This design comes from an exercise in tuning for small area, a short achievable clock period and few clock cycles on the open sky130 flow, not from production work.
RTL that was checked went through simulation tests only; none was proved equivalent to the original.
Power and IR drop assume default switching activity.

==> job 7014: inputs <==
==> flow/design.v (excerpt) <==
module spc (
    input  wire        clk,
    input  wire        rst,         
    input  wire        h_req,       
    input  wire        h_we,        
    input  wire        h_wide,      
    input  wire [14:0] h_addr,      
    input  wire [31:0] h_wdata,
    output reg         h_ack,       
    output reg         h_err,       
    output reg  [31:0] h_rdata      
);
make LEC_CHECK=0 ABC_AREA=1 CAP_MARGIN=20 CORE_MARGIN=2 CORE_UTILIZATION=65 SETUP_SLACK_MARGIN=5 SLEW_MARGIN=20 finish   # period 10.0 ns
run.sh (not shown) runs the stock make flow with config.mk's settings and CLKGATE_MAP_FILE= SYNTH_SCRIPT=/design/flow/synth_recipe.tcl, a recipe that flattens the netlist after the stock synthesis.
==> job 3964 (differences from job 7014) <==
--- a/flow/design.v
+++ b/flow/design.v
@@ -61,122 +61,96 @@
     reg [15:0] rsp_rxfcs;
     reg [15:0] rsp_calcfcs;
     reg [2:0]  fstate;
     reg [3:0]  ferr;
     reg        cinv;
     reg        txvalid;
     reg        cmderr;
     reg [7:0]  paybuf [0:PAY_SIZE-1];
-    reg [7:0]  txbuf  [13:44];           
-    reg [4:0]  tx_hi  [45:48];
+    reg [7:0]  txbuf  [13:TX_SIZE-1];    
     reg [7:0]  rxbuf  [0:RX_SIZE-1];
     reg [7:0]  tx_addr;
     reg [7:0]  tx_func;
     reg [5:0]  tx_p;
     wire [15:0] tx_lf   = lfield({6'd0, tx_p});
     wire [15:0] tx_flen = txvalid ? {10'd0, tx_p} + 16'd18 : 16'd0;
     wire nn = (fstate == FS_DECODED) && (rsp_hdr[31:24] != 8'h00);
     wire [31:0] status = {20'd0, ferr, cmderr, txvalid, nn, cinv, fstate, 1'b0};
     reg        bbusy;         
-    reg        b_h;           
-    reg        b_p;           
-    reg        b_f;           
     reg [5:0]  bidx;
     reg [5:0]  bpcnt;         
     reg [4:0]  bpidx;         
-    reg [7:0]  pay_q;         
     reg [2:0]  bfcnt;         
     reg [15:0] bacc;          
     reg [5:0]  sp;
     reg        s_soibad;      
     reg        s_hbad;        
     reg        s_vbad;        
     reg [3:0]  s_lsum;        
     reg [47:0] s_hdr;         
     reg [15:0] s_nacc;        
     reg        s_pbad;        
     reg [15:0] s_fcs;         
     reg [6:0]  s_pcnt;        
     reg [2:0]  s_fcnt;        
     reg        pbusy;         
-    reg        pwarm;         
-    reg [7:0]  rx_q;
-    reg        pf_valid;
-    reg [14:0] pf_addr;
-    reg [7:0]  pf_data;
-    reg        pf_miss;       
     wire in_regs = (h_addr[14:12] == 3'd0) && (h_addr[11:0] <= 12'h030) &&
                    (h_addr[1:0] == 2'b00);
     wire in_bufs = (h_addr[14:12] >= 3'd1) && (h_addr[14:12] <= 3'd5);
     wire bus_err = in_regs ? !h_wide : (in_bufs ? h_wide : 1'b1);
     wire [3:0]  reg_idx = h_addr[5:2];
     wire is_pay = (h_addr[14:12] == 3'd1);
     wire is_tx  = (h_addr[14:13] == 2'b01);
     wire is_rx  = (h_addr[14:13] == 2'b10);
     wire pay_in = is_pay && (h_addr[11:5] == 7'd0);
     wire tx_in  = is_tx  && (h_addr[12:6] == 7'd0) && (h_addr[5:0] < TX_SIZE);
     wire rx_in  = is_rx  && (h_addr[12:6] == 7'd0) && (h_addr[5:0] < RX_SIZE);
     wire [7:0] op = h_wdata[7:0];
     wire       op_refused = (op == 8'h0E) || (op == 8'h0F) || (op >= 8'h12);
     wire       cmd_wr   = h_we && !bus_err && in_regs && (reg_idx == 4'd0);
     wire       parse_wr = cmd_wr && (op == 8'h11);
-    wire       buf_rd   = !h_we && !h_wide && in_bufs;
-    wire       pf_hit   = pf_valid && (h_addr == pf_addr);
     wire [11:0] s_len   = s_hdr[11:0];
     wire        s_vinv  = s_soibad || s_hbad;
     wire        s_lbad  = (s_lsum != 4'd0);
     wire        s_lbig  = (s_len > 12'd32);
     wire        s_tread = (s_len != 12'd0) &&
                           (s_lbig || (rxlen < {10'd0, s_len[5:0]} + 16'd18));
     wire        h_fail  = s_vbad || s_vinv || s_lbad || s_tread;
     wire        s_hdone = (sp >= 6'd13);
     wire        s_done  = s_hdone && (s_pcnt == 7'd0) && (s_fcnt == 3'd0);
     wire        p_short = (rxlen < 16'd18);
     wire        p_ready = p_short || (s_hdone && (h_fail || s_done));
-    wire stall_b = bbusy && (cmd_wr || (is_pay && h_we));
+    wire stall_b = bbusy && (cmd_wr || is_pay ||
+                             (is_tx && (h_addr[12:0] >= {7'd0, bidx})));
     wire stall_p = parse_wr && !p_ready;
-    wire stall_r = buf_rd && !pf_hit;
-    wire stall   = stall_b || stall_p || stall_r;
+    wire stall   = stall_b || stall_p;
     wire go      = h_req && !stall;
     wire wr_go   = go && h_we && !bus_err;
-    wire [14:0] pf_next = {pf_addr[14:6], pf_addr[5:0] + 6'd1};
-    wire [14:0] tgt     = pf_miss ? h_addr : pf_next;
-    wire t_is_pay = (tgt[14:12] == 3'd1);
-    wire t_is_tx  = (tgt[14:13] == 2'b01);
-    wire t_is_rx  = (tgt[14:13] == 2'b10);
-    wire t_pay_in = t_is_pay && (tgt[11:5] == 7'd0);
-    wire t_tx_in  = t_is_tx  && (tgt[12:6] == 7'd0) && (tgt[5:0] < TX_SIZE);
-    wire t_rx_in  = t_is_rx  && (tgt[12:6] == 7'd0) && (tgt[5:0] < RX_SIZE);
-    wire pf_ok    = !(bbusy && t_is_pay) &&
-                    !(bbusy && t_is_tx && (tgt[12:0] >= {7'd0, bidx}));
-    wire [4:0] pay_ra  = bbusy ? (b_p ? bpidx + 5'd1 : bpidx) : tgt[4:0];
+    wire [4:0] pay_ra  = bbusy ? bpidx : h_addr[4:0];
     wire [7:0] pay_rd  = paybuf[pay_ra];
-    wire [5:0] rx_ra   = pbusy ? (pwarm ? sp + 6'd1 : sp) : tgt[5:0];
+    wire [5:0] rx_ra   = pbusy ? sp : h_addr[5:0];
     wire [7:0] rx_rd   = rxbuf[rx_ra];
     reg [7:0] tx_rd;
     always @(*) begin
-        case (tgt[5:0])
+        case (h_addr[5:0])
             6'd0:  tx_rd = 8'h7E;
             6'd1:  tx_rd = 8'h32;
             6'd2:  tx_rd = 8'h30;
             6'd3:  tx_rd = hex_char(tx_addr[7:4]);
             6'd4:  tx_rd = hex_char(tx_addr[3:0]);
             6'd5:  tx_rd = 8'h34;
             6'd6:  tx_rd = 8'h36;
             6'd7:  tx_rd = hex_char(tx_func[7:4]);
             6'd8:  tx_rd = hex_char(tx_func[3:0]);
             6'd9:  tx_rd = hex_char(tx_lf[15:12]);
             6'd10: tx_rd = hex_char(tx_lf[11:8]);
             6'd11: tx_rd = hex_char(tx_lf[7:4]);
             6'd12: tx_rd = hex_char(tx_lf[3:0]);
-            6'd45, 6'd46, 6'd47, 6'd48:
-                   tx_rd = tx_hi[tgt[5:0]][4] ? 8'h0D : hex_char(tx_hi[tgt[5:0]][3:0]);
-            6'd49: tx_rd = 8'h0D;
-            default: tx_rd = (tgt[5:0] <= 6'd44) ? txbuf[tgt[5:0]] : 8'h00;
+            default: tx_rd = (h_addr[5:0] < TX_SIZE) ? txbuf[h_addr[5:0]] : 8'h00;
         endcase
     end
     reg [31:0] reg_rdata;
     always @(*) begin
         case (reg_idx)
             4'd1:    reg_rdata = status;
             4'd2:    reg_rdata = opa;
             4'd3:    reg_rdata = res;
@@ -190,25 +164,28 @@
             4'd11:   reg_rdata = {14'd0, rsp_soibad, rsp_vinv, rsp_lfield};
             4'd12:   reg_rdata = {rsp_calcfcs, rsp_rxfcs};
             default: reg_rdata = 32'd0;
         endcase
     end
     reg [7:0] buf_rdata;
     always @(*) begin
         buf_rdata = 8'd0;
-        if (t_pay_in)     buf_rdata = pay_rd;
-        else if (t_tx_in) buf_rdata = tx_rd;
-        else if (t_rx_in) buf_rdata = rx_rd;
+        if (pay_in)     buf_rdata = pay_rd;
+        else if (tx_in) buf_rdata = tx_rd;
+        else if (rx_in) buf_rdata = rx_rd;
     end
     always @(*) begin
         h_ack   = go;
         h_err   = bus_err;
-        h_rdata = (h_addr[14:12] == 3'd0) ? reg_rdata : {24'd0, pf_data};
+        h_rdata = in_regs ? reg_rdata : {24'd0, buf_rdata};
     end
+    wire        b_h = (bidx <= 6'd12);
+    wire        b_p = !b_h && (bpcnt != 6'd0);
+    wire        b_f = !b_h && (bpcnt == 6'd0) && (bfcnt != 3'd0);
     reg  [3:0]  b_nib;
     always @(*) begin
         case (bidx[3:0])
             4'd1:    b_nib = 4'h2;
             4'd2:    b_nib = 4'h0;
             4'd3:    b_nib = tx_addr[7:4];
             4'd4:    b_nib = tx_addr[3:0];
             4'd5:    b_nib = 4'h4;
@@ -217,108 +194,67 @@
             4'd8:    b_nib = tx_func[3:0];
             4'd9:    b_nib = tx_lf[15:12];
             4'd10:   b_nib = tx_lf[11:8];
             4'd11:   b_nib = tx_lf[7:4];
             default: b_nib = tx_lf[3:0];
         endcase
     end
     wire [7:0]  b_byte = b_h ? hex_char(b_nib) :
-                         b_p ? pay_q :
+                         b_p ? pay_rd :
                          b_f ? hex_char(bacc[15:12]) : 8'h0D;
     wire        host_rx  = wr_go && rx_in;
     wire        host_seq = host_rx && ((h_addr[5:0] == sp) || (h_addr[5:0] == 6'd0));
-    wire        eng_step = pbusy && pwarm && !p_ready && (sp < RX_SIZE);
+    wire        eng_step = pbusy && !p_ready && (sp < RX_SIZE);
     wire        pr_en    = host_seq || eng_step;
     wire        pr_zero  = pbusy ? (sp == 6'd0) : (h_addr[5:0] == 6'd0);
     wire [5:0]  pr_next  = pr_zero ? 6'd1 : sp + 6'd1;
-    wire [7:0]  pr_byte  = pbusy ? rx_q : h_wdata[7:0];
+    wire [7:0]  pr_byte  = pbusy ? rx_rd : h_wdata[7:0];
     wire        pr_hex   = is_hex(pr_byte);
     wire [3:0]  pr_val   = hex_val(pr_byte);
     wire        r_h      = (sp <= 6'd12);
     wire        r_p      = !r_h && (s_pcnt != 7'd0);
     wire        r_f      = !r_h && (s_pcnt == 7'd0) && (s_fcnt != 3'd0);
     always @(posedge clk) begin
         if (wr_go && pay_in) paybuf[h_addr[4:0]] <= h_wdata[7:0];
         if (host_rx) rxbuf[h_addr[5:0]] <= h_wdata[7:0];
-        if (bbusy && !b_h && bidx <= 6'd44) txbuf[bidx] <= b_byte;
-        if (bbusy && bidx >= 6'd45 && bidx <= 6'd48) tx_hi[bidx] <= {!b_f, bacc[15:12]};
-    end
-    always @(posedge clk) begin
-        if (rst) begin
-            pf_valid <= 1'b0;
-            pf_miss  <= 1'b0;
-        end else if (h_req && buf_rd) begin
-            pf_miss <= !pf_miss && !pf_hit;
-            if (pf_miss || pf_hit) begin
-                pf_addr  <= tgt;
-                pf_data  <= buf_rdata;
-                pf_valid <= pf_ok;
-            end
-        end else if (wr_go && cmd_wr && op == 8'h10 && req_plen <= PAY_SIZE) begin
-            pf_addr  <= 15'h2000;
-            pf_data  <= 8'h7E;
-            pf_valid <= 1'b1;
-            pf_miss  <= 1'b0;
-        end else begin
-            pf_miss  <= 1'b0;
-            if (wr_go && (in_bufs || cmd_wr)) pf_valid <= 1'b0;
-        end
-    end
-    always @(posedge clk) begin
-        if (bbusy) pay_q <= pay_rd;
-        if (pbusy) rx_q <= rx_rd;
+        if (bbusy && !b_h) txbuf[bidx] <= b_byte;
     end
     always @(posedge clk) begin
         if (bbusy) begin
             bidx <= bidx + 6'd1;
             if (b_h) begin
                 bacc <= bacc - {8'd0, b_byte};
-                if (bidx == 6'd12) begin
-                    b_h <= 1'b0;
-                    if (bpcnt != 6'd0) b_p <= 1'b1;
-                    else               b_f <= 1'b1;
-                end
             end else if (b_p) begin
                 bacc  <= bacc - {8'd0, b_byte};
                 bpcnt <= bpcnt - 6'd1;
                 bpidx <= bpidx + 5'd1;
-                if (bpcnt == 6'd1) begin
-                    b_p <= 1'b0;
-                    b_f <= 1'b1;
-                end
             end else if (b_f) begin
                 bacc  <= {bacc[11:0], 4'd0};
                 bfcnt <= bfcnt - 3'd1;
-                if (bfcnt == 3'd1) b_f <= 1'b0;
             end
             if ((!b_h && !b_p && !b_f) || bidx >= 6'd49) bbusy <= 1'b0;
         end else if (wr_go && cmd_wr && op == 8'h10 && req_plen <= PAY_SIZE) begin
             bbusy   <= 1'b1;
-            b_h     <= 1'b1;
-            b_p     <= 1'b0;
-            b_f     <= 1'b0;
             bidx    <= 6'd1;
             bpcnt   <= req_plen[5:0];
             bpidx   <= 5'd0;
             bfcnt   <= 3'd4;
             bacc    <= 16'd0;
             tx_addr <= req_addr;
             tx_func <= req_func;
             tx_p    <= req_plen[5:0];
         end
     end
     always @(posedge clk) begin
         if (rst) begin
             sp    <= 6'd0;
             pbusy <= 1'b0;
-            pwarm <= 1'b0;
         end else begin
             pbusy <= stall_p && h_req;
-            pwarm <= pbusy && stall_p && h_req;
             if (pr_en) begin
                 sp <= pr_next;
                 if (pr_zero) begin
                     s_soibad <= (pr_byte != 8'h7E);
                     s_hbad   <= 1'b0;
                     s_nacc   <= 16'd0;
                     s_pbad   <= 1'b0;
                 end else if (r_h) begin
Settings changed: ABC_AREA 1 to unset, CORE_UTILIZATION 65 to 40, SETUP_SLACK_MARGIN 5 to unset.
==> job 1657 (differences from job 7014) <==
--- a/flow/design.v
+++ b/flow/design.v
@@ -61,30 +61,26 @@
     reg [15:0] rsp_rxfcs;
     reg [15:0] rsp_calcfcs;
     reg [2:0]  fstate;
     reg [3:0]  ferr;
     reg        cinv;
     reg        txvalid;
     reg        cmderr;
     reg [7:0]  paybuf [0:PAY_SIZE-1];
-    reg [7:0]  txbuf  [13:44];           
-    reg [4:0]  tx_hi  [45:48];
+    reg [7:0]  txbuf  [13:TX_SIZE-1];    
     reg [7:0]  rxbuf  [0:RX_SIZE-1];
     reg [7:0]  tx_addr;
     reg [7:0]  tx_func;
     reg [5:0]  tx_p;
     wire [15:0] tx_lf   = lfield({6'd0, tx_p});
     wire [15:0] tx_flen = txvalid ? {10'd0, tx_p} + 16'd18 : 16'd0;
     wire nn = (fstate == FS_DECODED) && (rsp_hdr[31:24] != 8'h00);
     wire [31:0] status = {20'd0, ferr, cmderr, txvalid, nn, cinv, fstate, 1'b0};
     reg        bbusy;         
-    reg        b_h;           
-    reg        b_p;           
-    reg        b_f;           
     reg [5:0]  bidx;
     reg [5:0]  bpcnt;         
     reg [4:0]  bpidx;         
     reg [7:0]  pay_q;         
     reg [2:0]  bfcnt;         
     reg [15:0] bacc;          
     reg [5:0]  sp;
     reg        s_soibad;      
@@ -98,17 +94,16 @@
     reg [6:0]  s_pcnt;        
     reg [2:0]  s_fcnt;        
     reg        pbusy;         
     reg        pwarm;         
     reg [7:0]  rx_q;
     reg        pf_valid;
     reg [14:0] pf_addr;
     reg [7:0]  pf_data;
-    reg        pf_miss;       
     wire in_regs = (h_addr[14:12] == 3'd0) && (h_addr[11:0] <= 12'h030) &&
                    (h_addr[1:0] == 2'b00);
     wire in_bufs = (h_addr[14:12] >= 3'd1) && (h_addr[14:12] <= 3'd5);
     wire bus_err = in_regs ? !h_wide : (in_bufs ? h_wide : 1'b1);
     wire [3:0]  reg_idx = h_addr[5:2];
     wire is_pay = (h_addr[14:12] == 3'd1);
     wire is_tx  = (h_addr[14:13] == 2'b01);
     wire is_rx  = (h_addr[14:13] == 2'b10);
@@ -133,18 +128,20 @@
     wire        p_short = (rxlen < 16'd18);
     wire        p_ready = p_short || (s_hdone && (h_fail || s_done));
     wire stall_b = bbusy && (cmd_wr || (is_pay && h_we));
     wire stall_p = parse_wr && !p_ready;
     wire stall_r = buf_rd && !pf_hit;
     wire stall   = stall_b || stall_p || stall_r;
     wire go      = h_req && !stall;
     wire wr_go   = go && h_we && !bus_err;
-    wire [14:0] pf_next = {pf_addr[14:6], pf_addr[5:0] + 6'd1};
-    wire [14:0] tgt     = pf_miss ? h_addr : pf_next;
+    wire        b_h = (bidx <= 6'd12);
+    wire        b_p = !b_h && (bpcnt != 6'd0);
+    wire        b_f = !b_h && (bpcnt == 6'd0) && (bfcnt != 3'd0);
+    wire [14:0] tgt    = pf_hit ? h_addr + 15'd1 : h_addr;
     wire t_is_pay = (tgt[14:12] == 3'd1);
     wire t_is_tx  = (tgt[14:13] == 2'b01);
     wire t_is_rx  = (tgt[14:13] == 2'b10);
     wire t_pay_in = t_is_pay && (tgt[11:5] == 7'd0);
     wire t_tx_in  = t_is_tx  && (tgt[12:6] == 7'd0) && (tgt[5:0] < TX_SIZE);
     wire t_rx_in  = t_is_rx  && (tgt[12:6] == 7'd0) && (tgt[5:0] < RX_SIZE);
     wire pf_ok    = !(bbusy && t_is_pay) &&
                     !(bbusy && t_is_tx && (tgt[12:0] >= {7'd0, bidx}));
@@ -163,20 +160,17 @@
             6'd5:  tx_rd = 8'h34;
             6'd6:  tx_rd = 8'h36;
             6'd7:  tx_rd = hex_char(tx_func[7:4]);
             6'd8:  tx_rd = hex_char(tx_func[3:0]);
             6'd9:  tx_rd = hex_char(tx_lf[15:12]);
             6'd10: tx_rd = hex_char(tx_lf[11:8]);
             6'd11: tx_rd = hex_char(tx_lf[7:4]);
             6'd12: tx_rd = hex_char(tx_lf[3:0]);
-            6'd45, 6'd46, 6'd47, 6'd48:
-                   tx_rd = tx_hi[tgt[5:0]][4] ? 8'h0D : hex_char(tx_hi[tgt[5:0]][3:0]);
-            6'd49: tx_rd = 8'h0D;
-            default: tx_rd = (tgt[5:0] <= 6'd44) ? txbuf[tgt[5:0]] : 8'h00;
+            default: tx_rd = (tgt[5:0] < TX_SIZE) ? txbuf[tgt[5:0]] : 8'h00;
         endcase
     end
     reg [31:0] reg_rdata;
     always @(*) begin
         case (reg_idx)
             4'd1:    reg_rdata = status;
             4'd2:    reg_rdata = opa;
             4'd3:    reg_rdata = res;
@@ -234,73 +228,49 @@
     wire        pr_hex   = is_hex(pr_byte);
     wire [3:0]  pr_val   = hex_val(pr_byte);
     wire        r_h      = (sp <= 6'd12);
     wire        r_p      = !r_h && (s_pcnt != 7'd0);
     wire        r_f      = !r_h && (s_pcnt == 7'd0) && (s_fcnt != 3'd0);
     always @(posedge clk) begin
         if (wr_go && pay_in) paybuf[h_addr[4:0]] <= h_wdata[7:0];
         if (host_rx) rxbuf[h_addr[5:0]] <= h_wdata[7:0];
-        if (bbusy && !b_h && bidx <= 6'd44) txbuf[bidx] <= b_byte;
-        if (bbusy && bidx >= 6'd45 && bidx <= 6'd48) tx_hi[bidx] <= {!b_f, bacc[15:12]};
+        if (bbusy && !b_h) txbuf[bidx] <= b_byte;
     end
     always @(posedge clk) begin
         if (rst) begin
             pf_valid <= 1'b0;
-            pf_miss  <= 1'b0;
         end else if (h_req && buf_rd) begin
-            pf_miss <= !pf_miss && !pf_hit;
-            if (pf_miss || pf_hit) begin
-                pf_addr  <= tgt;
-                pf_data  <= buf_rdata;
-                pf_valid <= pf_ok;
-            end
-        end else if (wr_go && cmd_wr && op == 8'h10 && req_plen <= PAY_SIZE) begin
-            pf_addr  <= 15'h2000;
-            pf_data  <= 8'h7E;
-            pf_valid <= 1'b1;
-            pf_miss  <= 1'b0;
-        end else begin
-            pf_miss  <= 1'b0;
-            if (wr_go && (in_bufs || cmd_wr)) pf_valid <= 1'b0;
+            pf_addr  <= tgt;
+            pf_data  <= buf_rdata;
+            pf_valid <= pf_ok;
+        end else if (wr_go && (in_bufs || cmd_wr)) begin
+            pf_valid <= 1'b0;
         end
     end
     always @(posedge clk) begin
         if (bbusy) pay_q <= pay_rd;
         if (pbusy) rx_q <= rx_rd;
     end
     always @(posedge clk) begin
         if (bbusy) begin
             bidx <= bidx + 6'd1;
             if (b_h) begin
                 bacc <= bacc - {8'd0, b_byte};
-                if (bidx == 6'd12) begin
-                    b_h <= 1'b0;
-                    if (bpcnt != 6'd0) b_p <= 1'b1;
-                    else               b_f <= 1'b1;
-                end
             end else if (b_p) begin
                 bacc  <= bacc - {8'd0, b_byte};
                 bpcnt <= bpcnt - 6'd1;
                 bpidx <= bpidx + 5'd1;
-                if (bpcnt == 6'd1) begin
-                    b_p <= 1'b0;
-                    b_f <= 1'b1;
-                end
             end else if (b_f) begin
                 bacc  <= {bacc[11:0], 4'd0};
                 bfcnt <= bfcnt - 3'd1;
-                if (bfcnt == 3'd1) b_f <= 1'b0;
             end
             if ((!b_h && !b_p && !b_f) || bidx >= 6'd49) bbusy <= 1'b0;
         end else if (wr_go && cmd_wr && op == 8'h10 && req_plen <= PAY_SIZE) begin
             bbusy   <= 1'b1;
-            b_h     <= 1'b1;
-            b_p     <= 1'b0;
-            b_f     <= 1'b0;
             bidx    <= 6'd1;
             bpcnt   <= req_plen[5:0];
             bpidx   <= 5'd0;
             bfcnt   <= 3'd4;
             bacc    <= 16'd0;
             tx_addr <= req_addr;
             tx_func <= req_func;
             tx_p    <= req_plen[5:0];
Settings changed: CORE_UTILIZATION 65 to 40, SETUP_SLACK_MARGIN 5 to 4.
==> qor summary <==
metric                                                                           job 3964                  job 1657                  job 7014
Proportion of netlist area held by the largest area contributor                    53.88%                    53.29%                    53.94%
Crit path arrival time                                                            6820 ps                   4070 ps                   3710 ps
Fraction of the mapped netlist area in adder cells                                 2.626%                    2.571%                    2.701%
Number of cells produced by synthesis                                                4854                      6654                      6291
Status                                                           timing/DRC/antenna clean  timing/DRC/antenna clean  timing/DRC/antenna clean
Area of the core                                                             153700 sq um              160600 sq um               96280 sq um
Net Sw Power                                                                     2.670 mW                  2.853 mW                  2.709 mW
First-pass DRT Iterations                                                               9                         7                         7
EDFF count, synth                                                                    1108                      1147                      1130
Reg2Reg Setup Slack                                                               3200 ps                   4460 ps                   5150 ps
DP Area                                                                       64900 sq um               67560 sq um               65010 sq um
Iteration-0 DRC count of the detailed router                                         5427                      5177                      6926
Total number of vias                                                                42920                     49321                     50266
Standard cell with the maximum stage delay on the critical path  sky130_fd_sc_hd__o21ai_0  sky130_fd_sc_hd__o21ai_2  sky130_fd_sc_hd__o21ai_2
Testbench counts of job 7014, summed over its fixed seeds: cycles 33,029.
Testbench counts of job 1657, summed over its fixed seeds: cycles 33,349.
Function not checked in job 3964: the RTL went through the layout flow alone.

[separate check: timing with driven ports]
Ports are ideal in the flow. The routed layouts listed here were re-timed in OpenROAD.
Step 1 (the two cells are an assumption about what drives the block):
set clk [get_ports {clk}]
set_driving_cell -lib_cell sky130_fd_sc_hd__clkbuf_16 $clk
set_driving_cell -lib_cell sky130_fd_sc_hd__buf_2 [delete_from_list [all_inputs] $clk]
Step 2 times the ports against the registers' clock, not the clock port: input delays grow and output delays shrink by t, the midpoint of the rising clock arrivals with the driver on.
a / b / c = no drivers / after step 1 / after step 2; a / b = the first two.
run	shift t [ns]	setup slack, ns	worst setup path after step 2	latest minus earliest clock arrival (ns)
job 7014	0.855	4.293 / 4.122 / 4.122	input to output	0.033 / 0.033
job 3964	0.860	1.178 / 1.146 / 1.146	input to output	0.031 / 0.030
job 1657	0.857	3.932 / 3.897 / 3.362	input to register	0.060 / 0.060
After both steps every run listed still meets setup and hold. For job 1657, which loses most, drivers alone change the setup slack by -0.035 ns; drivers and shift together by -0.570 ns.
